Source: an optimization exercise on an open RTL-to-GDS flow (aim: small area and a short achievable clock period). Production flows keep margins and buffers that such runs may drop. RTL that was checked went through simulation tests only; none was proved equivalent to the original. Power and IR drop assume default switching activity.

// pelcod_packer
module pelcod_packer #(
    parameter RAW_MAX = 8
) (
    input  wire       clk,
    input  wire       rst,              
    input  wire [7:0] addr_i,           
    input  wire       sink_present_i,
    input  wire       cmd_valid,
    output wire       cmd_ready,
    input  wire [4:0] cmd_op,
    input  wire [31:0] cmd_arg,
    input  wire       raw_valid,
    output wire       raw_ready,
    input  wire [7:0] raw_data,
    input  wire       raw_last,
    input  wire       raw_none,
    output wire       snk_valid,
    input  wire       snk_ready,
    output wire [7:0] snk_data,
    output wire       snk_first,
    output wire       snk_last,
    output wire       snk_empty,
    input  wire       snk_done,
    input  wire       snk_fail,
    input  wire [7:0] snk_err,
    output wire       st_valid,
    output reg  [2:0] st_code,
    output wire [7:0] st_err
);
Settings: LEC_CHECK=0, ABC_AREA=1, CAP_MARGIN=20, CORE_MARGIN=2, CORE_UTILIZATION=70, CTS_BUF_LIST=sky130_fd_sc_hd__clkbuf_8, SLEW_MARGIN=20; clock period 25.0 ns.
standard.sh (not shown) runs the stock make flow with config.mk's settings and CLKGATE_MAP_FILE= SYNTH_SCRIPT=/design/flow/synth_recipe.tcl, a recipe that flattens the netlist after the stock synthesis.
==> flow/flow/run.sh <==
#!/bin/bash
# Standard layout, with small port buffers instead of delay cells.
export BUFFER_PORTS_ARGS="-buffer_cell sky130_fd_sc_hd__buf_2"
bash standard.sh > standard.log 2>&1
The baseline produced a clean layout.
Edit:
--- a/flow/config.mk
+++ b/flow/config.mk
@@ -6,5 +6,5 @@
 export NUM_CORES = 4
 export LEC_CHECK = 0
-export ABC_AREA = 1
+export ABC_AREA = 0
 export CAP_MARGIN = 20
 export CORE_MARGIN = 2
Outcome:
- wire length rose by about a fifth
- core utilization falls by 2.5 points
- final area climbs slightly
- total power decreases by a few percent
- global-route usage goes up by 2.7 points
- worst hold slack is better by 0.0063 ns
Edit:
==> flow/run.sh (new file) <==
#!/bin/bash
# synth_recipe.tcl (not shown) runs the flow's synth.tcl, then flattens the netlist and writes it again
# the make line also repeats each setting of config.mk as NAME=value (left out here)
make -C /OpenROAD-flow-scripts/flow DESIGN_CONFIG=/design/flow/config.mk WORK_HOME=/design/flow/orfs CLKGATE_MAP_FILE= SYNTH_SCRIPT=/design/flow/synth_recipe.tcl finish
--- a/flow/config.mk
+++ b/flow/config.mk
@@ -6,5 +6,5 @@
 export NUM_CORES = 4
 export LEC_CHECK = 0
-export ABC_AREA = 0
+export ABC_AREA = 1
 export CAP_MARGIN = 20
 export CORE_MARGIN = 2
removed: flow/flow/run.sh
removed: flow/standard.sh
=> Via count climbs by 1.5%; combinational power climbs by about 7%; total power climbs by 5.1%; final cell count climbs by 14%.
Edit:
==> flow/flow/run.sh (new file) <==
#!/bin/bash
# Standard layout, with small port buffers instead of delay cells.
export BUFFER_PORTS_ARGS="-buffer_cell sky130_fd_sc_hd__buf_2"
bash standard.sh > standard.log 2>&1
==> flow/standard.sh (new file) <==
#!/bin/bash
# synth_recipe.tcl (not shown) runs the flow's synth.tcl, then flattens the netlist and writes it again
# the make line also repeats each setting of config.mk as NAME=value (left out here)
make -C /OpenROAD-flow-scripts/flow DESIGN_CONFIG=/design/flow/config.mk WORK_HOME=/design/flow/orfs CLKGATE_MAP_FILE= SYNTH_SCRIPT=/design/flow/synth_recipe.tcl "${@:-finish}"
--- a/flow/config.mk
+++ b/flow/config.mk
@@ -7,4 +7,5 @@
 export LEC_CHECK = 0
 export ABC_AREA = 1
+export ABC_CLOCK_PERIOD_IN_PS = 2000
 export CAP_MARGIN = 20
 export CORE_MARGIN = 2
removed: flow/run.sh
What happened: Design area shrinks by 5.1%; via count falls by 3.8%; synthesized area is unchanged; total power came out lower by 2.9%; register-to-register slack is better by 0.08 ns; routed wire length is lower by 8.0%; worst setup slack improved by 0.35 ns; clock skew is lower by 0.0079 ns.

* * *

pelcod_packer, a different RTL version from the one above (not shown whole).
Size: ~800 cells after synthesis, about 130 flip-flops, about 97 I/O pins, ~0.0064 mm² of cells after synthesis.
// pelcod_packer
module pelcod_packer #(
    parameter RAW_MAX = 8
) (
    input  wire       clk,
    input  wire       rst,              
    input  wire [7:0] addr_i,           
    input  wire       sink_present_i,
    input  wire       cmd_valid,
    output wire       cmd_ready,
    input  wire [4:0] cmd_op,
    input  wire [31:0] cmd_arg,
    input  wire       raw_valid,
    output wire       raw_ready,
    input  wire [7:0] raw_data,
    input  wire       raw_last,
    input  wire       raw_none,
    output wire       snk_valid,
    input  wire       snk_ready,
    output wire [7:0] snk_data,
    output wire       snk_first,
    output wire       snk_last,
    output wire       snk_empty,
    input  wire       snk_done,
    input  wire       snk_fail,
    input  wire [7:0] snk_err,
    output wire       st_valid,
    output wire [2:0] st_code,
    output wire [7:0] st_err
);
    reg        s_idle, s_dec, s_raw, s_chk, s_send, s_wait, s_stat;
    reg [63:0] ring;             
    reg [4:0]  op_q;
    reg [7:0]  addr_q;
    reg [7:0]  ck;               
    reg [7:0]  out_q;            
    reg [3:0]  j;                
    reg [2:0]  p;                
    reg        vq, f_first, f_last, f_empty, rr_q;
    wire       ld;               
    reg        pre_q;            
    reg        acc_q;            
    reg        sact;             
    reg signed [5:0] r;          
    reg [1:0]  c1;
    reg        c2, cmpa, cmpb;
  ...
clock: 25.0 ns
lec_check: 0
abc_area: 1
cap_margin: 20
core_margin: 2
core_utilization: 55
cts_buf_list: sky130_fd_sc_hd__clkbuf_8
slew_margin: 20
==> flow/flow/run.sh <==
#!/bin/bash
# Standard layout with these changes:
#  - synthesis: no full/half-adder cell extraction, and abc maps with
#    flow/area.abc (flow/synth_pre.tcl); registers are unchanged;
#  - small port buffers instead of delay cells;
#  - timing repair aimed at a tighter setup slack than the 25 ns clock needs;
#  - clock tree without the dummy loads CTS adds for balancing, with a
#    clkbuf_16 root and clkbuf_4 leaf buffers.
set -e
export BUFFER_PORTS_ARGS="-buffer_cell sky130_fd_sc_hd__buf_2"
export SETUP_SLACK_MARGIN=18.8
export ADDER_MAP_FILE=
export CTS_ARGS="-sink_clustering_enable -repair_clock_nets -root_buf sky130_fd_sc_hd__clkbuf_16 -buf_list sky130_fd_sc_hd__clkbuf_4 -dont_use_dummy_load"
export FLOW_ABC_SCRIPT=$PWD/flow/area.abc
cat flow/synth_pre.tcl synth_recipe.tcl > synth_abc.tcl
sed "s#SYNTH_SCRIPT=[^ ]*#SYNTH_SCRIPT=$PWD/synth_abc.tcl#" standard.sh > standard_abc.sh
bash standard_abc.sh > standard.log 2>&1
==> flow/flow/area.abc <==
strash
&get -n
&fraig -x
&put
scorr
dc2
strash
&get -n
&dch -f
&nf
&put
strash
dch -f
amap
==> flow/flow/synth_pre.tcl <==
# Prepended to the standard flow's synthesis script: abc maps the combinational logic
# with flow/area.abc (area-oriented mapping) instead of the flow's
# abc_area.script.  abc sees only the combinational logic, so the
# registers stay as the standard synthesis makes them.
proc abc {args} {
  set a {}
  set skip 0
  foreach x $args {
    if { $skip } { set skip 0; continue }
    if { $x eq "-script" } { set skip 1; continue }
    lappend a $x
  }
  yosys abc -script $::env(FLOW_ABC_SCRIPT) {*}$a
}
The baseline finished clean.
Next try:
--- a/flow/flow/run.sh
+++ b/flow/flow/run.sh
@@ -6,9 +6,8 @@
 #  - timing repair aimed at a tighter setup slack than the 25 ns clock needs;
-#  - clock tree without the dummy loads CTS adds for balancing, with a
-#    clkbuf_16 root and clkbuf_4 leaf buffers.
+#  - clock tree without the dummy loads CTS adds for balancing.
 set -e
 export BUFFER_PORTS_ARGS="-buffer_cell sky130_fd_sc_hd__buf_2"
-export SETUP_SLACK_MARGIN=18.8
+export SETUP_SLACK_MARGIN=19
 export ADDER_MAP_FILE=
-export CTS_ARGS="-sink_clustering_enable -repair_clock_nets -root_buf sky130_fd_sc_hd__clkbuf_16 -buf_list sky130_fd_sc_hd__clkbuf_4 -dont_use_dummy_load"
+export CTS_ARGS="-sink_clustering_enable -repair_clock_nets -buf_list sky130_fd_sc_hd__clkbuf_8 -dont_use_dummy_load"
 export FLOW_ABC_SCRIPT=$PWD/flow/area.abc
Result: Cell count stays flat; hold slack gets worse by 0.014 ns; via count stays flat; design area went up by 2.0%; combinational power hardly moves; routed wire length went up by 2.6%; die area does not change; power goes up by 5.8%; non-clock buffer count is higher by 1; global-route usage increases by 0.70 points.

* * *

Another version of the RTL of pelcod_packer (not shown whole).
Size in the first run: ~130 flip-flops, about 97 I/O pins, about 6500 sq um of cells after synthesis.
==> flow/config.mk <==
export PLATFORM = sky130hd
export DESIGN_NAME = pelcod_packer
export DESIGN_NICKNAME = pelcod_packer
export VERILOG_FILES = /design/flow/design.v
export SDC_FILE = /design/flow/constraint.sdc
export NUM_CORES = 4
export LEC_CHECK = 0
export ABC_AREA = 1
export CAP_MARGIN = 20
export CORE_MARGIN = 2
export CORE_UTILIZATION = 55
export CTS_BUF_LIST = sky130_fd_sc_hd__clkbuf_8
export SLEW_MARGIN = 20
==> flow/constraint.sdc <==
create_clock -name core_clock -period 25.0 [get_ports {clk}]
set_input_delay 5.0000 -clock core_clock [delete_from_list [all_inputs] [get_ports {clk}]]
set_output_delay 5.0000 -clock core_clock [all_outputs]
set_load 0.01 [all_outputs]
==> flow/flow/run.sh <==
#!/bin/bash
# Standard layout with these changes:
#  - synthesis: no full/half-adder cell extraction, and abc maps with
#    flow/area.abc (flow/synth_pre.tcl); registers are unchanged;
#  - small port buffers instead of delay cells;
#  - timing repair aimed at a tighter setup slack than the 25 ns clock needs;
#  - clock tree without the dummy loads CTS adds for balancing.
set -e
export BUFFER_PORTS_ARGS="-buffer_cell sky130_fd_sc_hd__buf_2"
export SETUP_SLACK_MARGIN=19.3
export ADDER_MAP_FILE=
export CTS_ARGS="-sink_clustering_enable -repair_clock_nets -buf_list sky130_fd_sc_hd__clkbuf_8 -dont_use_dummy_load"
export FLOW_ABC_SCRIPT=$PWD/flow/area.abc
cat flow/synth_pre.tcl synth_recipe.tcl > synth_abc.tcl
sed "s#SYNTH_SCRIPT=[^ ]*#SYNTH_SCRIPT=$PWD/synth_abc.tcl#" standard.sh > standard_abc.sh
bash standard_abc.sh > standard.log 2>&1
Scripts as last shown in full above: flow/flow/area.abc, flow/flow/synth_pre.tcl
The baseline went through all stages and came out clean.
Change:
--- a/flow/flow/run.sh
+++ b/flow/flow/run.sh
@@ -8,5 +8,5 @@
 set -e
 export BUFFER_PORTS_ARGS="-buffer_cell sky130_fd_sc_hd__buf_2"
-export SETUP_SLACK_MARGIN=19.3
+export SETUP_SLACK_MARGIN=19
 export ADDER_MAP_FILE=
 export CTS_ARGS="-sink_clustering_enable -repair_clock_nets -buf_list sky130_fd_sc_hd__clkbuf_8 -dont_use_dummy_load"
The changed run finished clean.
Synthesized area does not change.
Worst setup slack gains 0.030 ns.
Die area stays the same.
Sequential power hardly moves.
Sequential cell count is unchanged.
Maximum frequency came out higher slightly.
Total power came out lower slightly.
Global-route usage came out lower by 0.88 points.
Routed wire length came out lower by a few percent.
Change:
==> flow/flow/run.sh (replaced) <==
#!/bin/bash
# Standard layout with these changes:
#  - synthesis: no full/half-adder cell extraction, and abc maps with
#    flow/area.abc (flow/synth_pre.tcl); registers are unchanged;
#  - small port buffers instead of delay cells;
#  - timing repair aimed at a tighter setup slack than the 25 ns clock needs.
set -e
export BUFFER_PORTS_ARGS="-buffer_cell sky130_fd_sc_hd__buf_1"
export SETUP_SLACK_MARGIN=19
export ADDER_MAP_FILE=
export FLOW_ABC_SCRIPT=$PWD/flow/area.abc
cat flow/synth_pre.tcl synth_recipe.tcl > synth_abc.tcl
sed "s#SYNTH_SCRIPT=[^ ]*#SYNTH_SCRIPT=$PWD/synth_abc.tcl#" standard.sh > standard_abc.sh
bash standard_abc.sh > standard.log 2>&1
=> Cell area rose by a few percent; total power rose by roughly a tenth; fmax fell slightly; setup slack loses 0.026 ns; die area does not change; via count rose by a few percent; register-to-register slack gains 0.15 ns; routed wire length rose slightly.
Change:
--- a/flow/flow/run.sh
+++ b/flow/flow/run.sh
@@ -4,9 +4,11 @@
 #    flow/area.abc (flow/synth_pre.tcl); registers are unchanged;
 #  - small port buffers instead of delay cells;
-#  - timing repair aimed at a tighter setup slack than the 25 ns clock needs.
+#  - timing repair aimed at a tighter setup slack than the 25 ns clock needs;
+#  - clock tree without the dummy loads CTS adds for balancing.
 set -e
-export BUFFER_PORTS_ARGS="-buffer_cell sky130_fd_sc_hd__buf_1"
+export BUFFER_PORTS_ARGS="-buffer_cell sky130_fd_sc_hd__buf_2"
 export SETUP_SLACK_MARGIN=19
 export ADDER_MAP_FILE=
+export CTS_ARGS="-sink_clustering_enable -repair_clock_nets -buf_list sky130_fd_sc_hd__clkbuf_8 -dont_use_dummy_load"
 export FLOW_ABC_SCRIPT=$PWD/flow/area.abc
 cat flow/synth_pre.tcl synth_recipe.tcl > synth_abc.tcl
--- a/flow/config.mk
+++ b/flow/config.mk
@@ -9,5 +9,5 @@
 export CAP_MARGIN = 20
 export CORE_MARGIN = 2
-export CORE_UTILIZATION = 55
+export CORE_UTILIZATION = 60
 export CTS_BUF_LIST = sky130_fd_sc_hd__clkbuf_8
 export SLEW_MARGIN = 20
Register-to-register slack loses 0.23 ns.
Global-route usage climbs by 2.5 points.
Via count climbs by 0.40%.
Count of clock-buffer cells in the layout drops by 2.
First-iteration DRC count climbs by 29%.
Routed wire length drops by 0.71%.
Die area drops by 8.0%.
Sequential power stays flat.
Worst hold slack barely changes.
Worst setup slack stays flat.
Clock power drops by 30%.
Change:
==> flow/flow/run.sh (replaced) <==
#!/bin/bash
# Standard layout with these changes:
#  - synthesis: no full/half-adder cell extraction, and abc maps with
#    flow/area.abc (flow/synth_pre.tcl); registers are unchanged;
#  - small port buffers instead of delay cells;
#  - timing repair aimed at a tighter setup slack than the 25 ns clock needs.
set -e
export BUFFER_PORTS_ARGS="-buffer_cell sky130_fd_sc_hd__buf_2"
export SETUP_SLACK_MARGIN=19
export ADDER_MAP_FILE=
export FLOW_ABC_SCRIPT=$PWD/flow/area.abc
cat flow/synth_pre.tcl synth_recipe.tcl > synth_abc.tcl
sed "s#SYNTH_SCRIPT=[^ ]*#SYNTH_SCRIPT=$PWD/synth_abc.tcl#" standard.sh > standard_abc.sh
bash standard_abc.sh > standard.log 2>&1
--- a/flow/config.mk
+++ b/flow/config.mk
@@ -9,5 +9,5 @@
 export CAP_MARGIN = 20
 export CORE_MARGIN = 2
-export CORE_UTILIZATION = 60
+export CORE_UTILIZATION = 55
 export CTS_BUF_LIST = sky130_fd_sc_hd__clkbuf_8
 export SLEW_MARGIN = 20
Outcome: The new run passed the timing, DRC and antenna checks. Flip-flop and latch count is unchanged. Global-route usage goes down by 3.0 points. Wire length goes up by 0.53%. Total power goes up by 8.3%. First-iteration DRC count goes down by 17%. Clock power goes up by 34%. Design area goes up by 2.1%. Area after synthesis is unchanged. Hold slack got worse by 0.0032 ns. Worst setup slack improved by 0.0093 ns.

* * *

pelcod_packer, a different RTL version from the one above (not shown whole).
Size in the first run: about 130 flip-flops, roughly 97 I/O pins.
==> flow/config.mk <==
export PLATFORM = sky130hd
export DESIGN_NAME = pelcod_packer
export DESIGN_NICKNAME = pelcod_packer
export VERILOG_FILES = /design/flow/design.v
export SDC_FILE = /design/flow/constraint.sdc
export NUM_CORES = 4
export LEC_CHECK = 0
export ABC_AREA = 0
export CAP_MARGIN = 20
export CORE_MARGIN = 2
export CORE_UTILIZATION = 70
export CTS_BUF_LIST = sky130_fd_sc_hd__clkbuf_8
export SLEW_MARGIN = 20
==> flow/constraint.sdc <==
create_clock -name core_clock -period 25.0 [get_ports {clk}]
set_input_delay 5.0000 -clock core_clock [delete_from_list [all_inputs] [get_ports {clk}]]
set_output_delay 5.0000 -clock core_clock [all_outputs]
set_load 0.01 [all_outputs]
==> flow/flow/run.sh <==
#!/bin/bash
# Standard layout, with small port buffers instead of delay cells, and
# timing repair aimed at a tighter setup slack than the 25 ns clock needs.
export BUFFER_PORTS_ARGS="-buffer_cell sky130_fd_sc_hd__buf_2"
export SETUP_SLACK_MARGIN=19
bash standard.sh > standard.log 2>&1
Change:
--- a/flow/config.mk
+++ b/flow/config.mk
@@ -8 +8 @@
-export ABC_AREA = 0
+export ABC_AREA = 1
- sequential power came out lower by about 3%
- cell count grows by 19%
- worst hold slack got worse by 0.0068 ns
- area after synthesis falls by 2.2%
- wire length shrinks by 5.7%
- total power is lower by 3.0%
- die area is lower by 2.1%
- clock skew is lower by 0.0097 ns
- non-clock buffer count increases by 5
- utilization rose by 0.19 points
No run of this note included a check of the RTL's function; only the layout flow was run.

[static timing again, ports no longer ideal]
The flow's constraints put no driver on any port. The routed layouts listed below were extracted and timed again, unchanged, in two steps. Step 1 (the two cells are an assumption about what drives the block):
set clk [get_ports {clk}]
set_driving_cell -lib_cell sky130_fd_sc_hd__clkbuf_16 $clk
set_driving_cell -lib_cell sky130_fd_sc_hd__buf_2 [delete_from_list [all_inputs] $clk]
Step 2 times the ports against the registers' clock, not the clock port: input delays grow and output delays shrink by t, the midpoint of the rising clock arrivals with the driver on. Three values: no drivers, after step 1, after step 2; two values: the first two.
run | t, ns | setup WS [ns] | clock arrival spread, ns | worst data-port slew with drivers (ns)
the first run of note 1 | 0.497 | 18.290 / 18.305 / 17.807 | 0.010 / 0.011 | 0.04
the second run of note 1 | 0.480 | 18.412 / 18.430 / 17.950 | 0.016 / 0.017 | 0.05
the third run of note 1 | 0.513 | 17.935 / 17.953 / 17.440 | 0.020 / 0.020 | 0.05
the fourth run of note 1 | 0.497 | 18.290 / 18.305 / 17.807 | 0.010 / 0.011 | 0.04
the first run of note 2 | 0.406 | 18.900 / 18.857 / 18.537 | 0.031 / 0.031 | 0.05
the second run of note 2 | 0.486 | 19.009 / 18.970 / 18.684 | 0.026 / 0.026 | 0.04
the first run of note 3 | 0.480 | 18.996 / 18.959 / 18.822 | 0.032 / 0.032 | 0.05
the second run of note 3 | 0.473 | 19.026 / 18.986 / 18.666 | 0.025 / 0.025 | 0.04
the third run of note 3 | 0.506 | 19.000 / 18.960 / 18.663 | 0.024 / 0.024 | 0.05
the fourth run of note 3 | 0.484 | 19.000 / 18.962 / 18.655 | 0.026 / 0.025 | 0.04
the fifth run of note 3 | 0.484 | 19.009 / 18.969 / 18.642 | 0.017 / 0.017 | 0.04
the first run of note 4 | 0.499 | 18.727 / 18.730 / 18.231 | 0.022 / 0.022 | 0.05
the second run of note 4 | 0.504 | 18.780 / 18.782 / 18.278 | 0.014 / 0.014 | 0.05
After both steps every run listed still meets setup and hold. For the second run of note 4, which loses most, drivers alone change the setup slack by +0.002 ns; drivers and shift together by -0.502 ns.
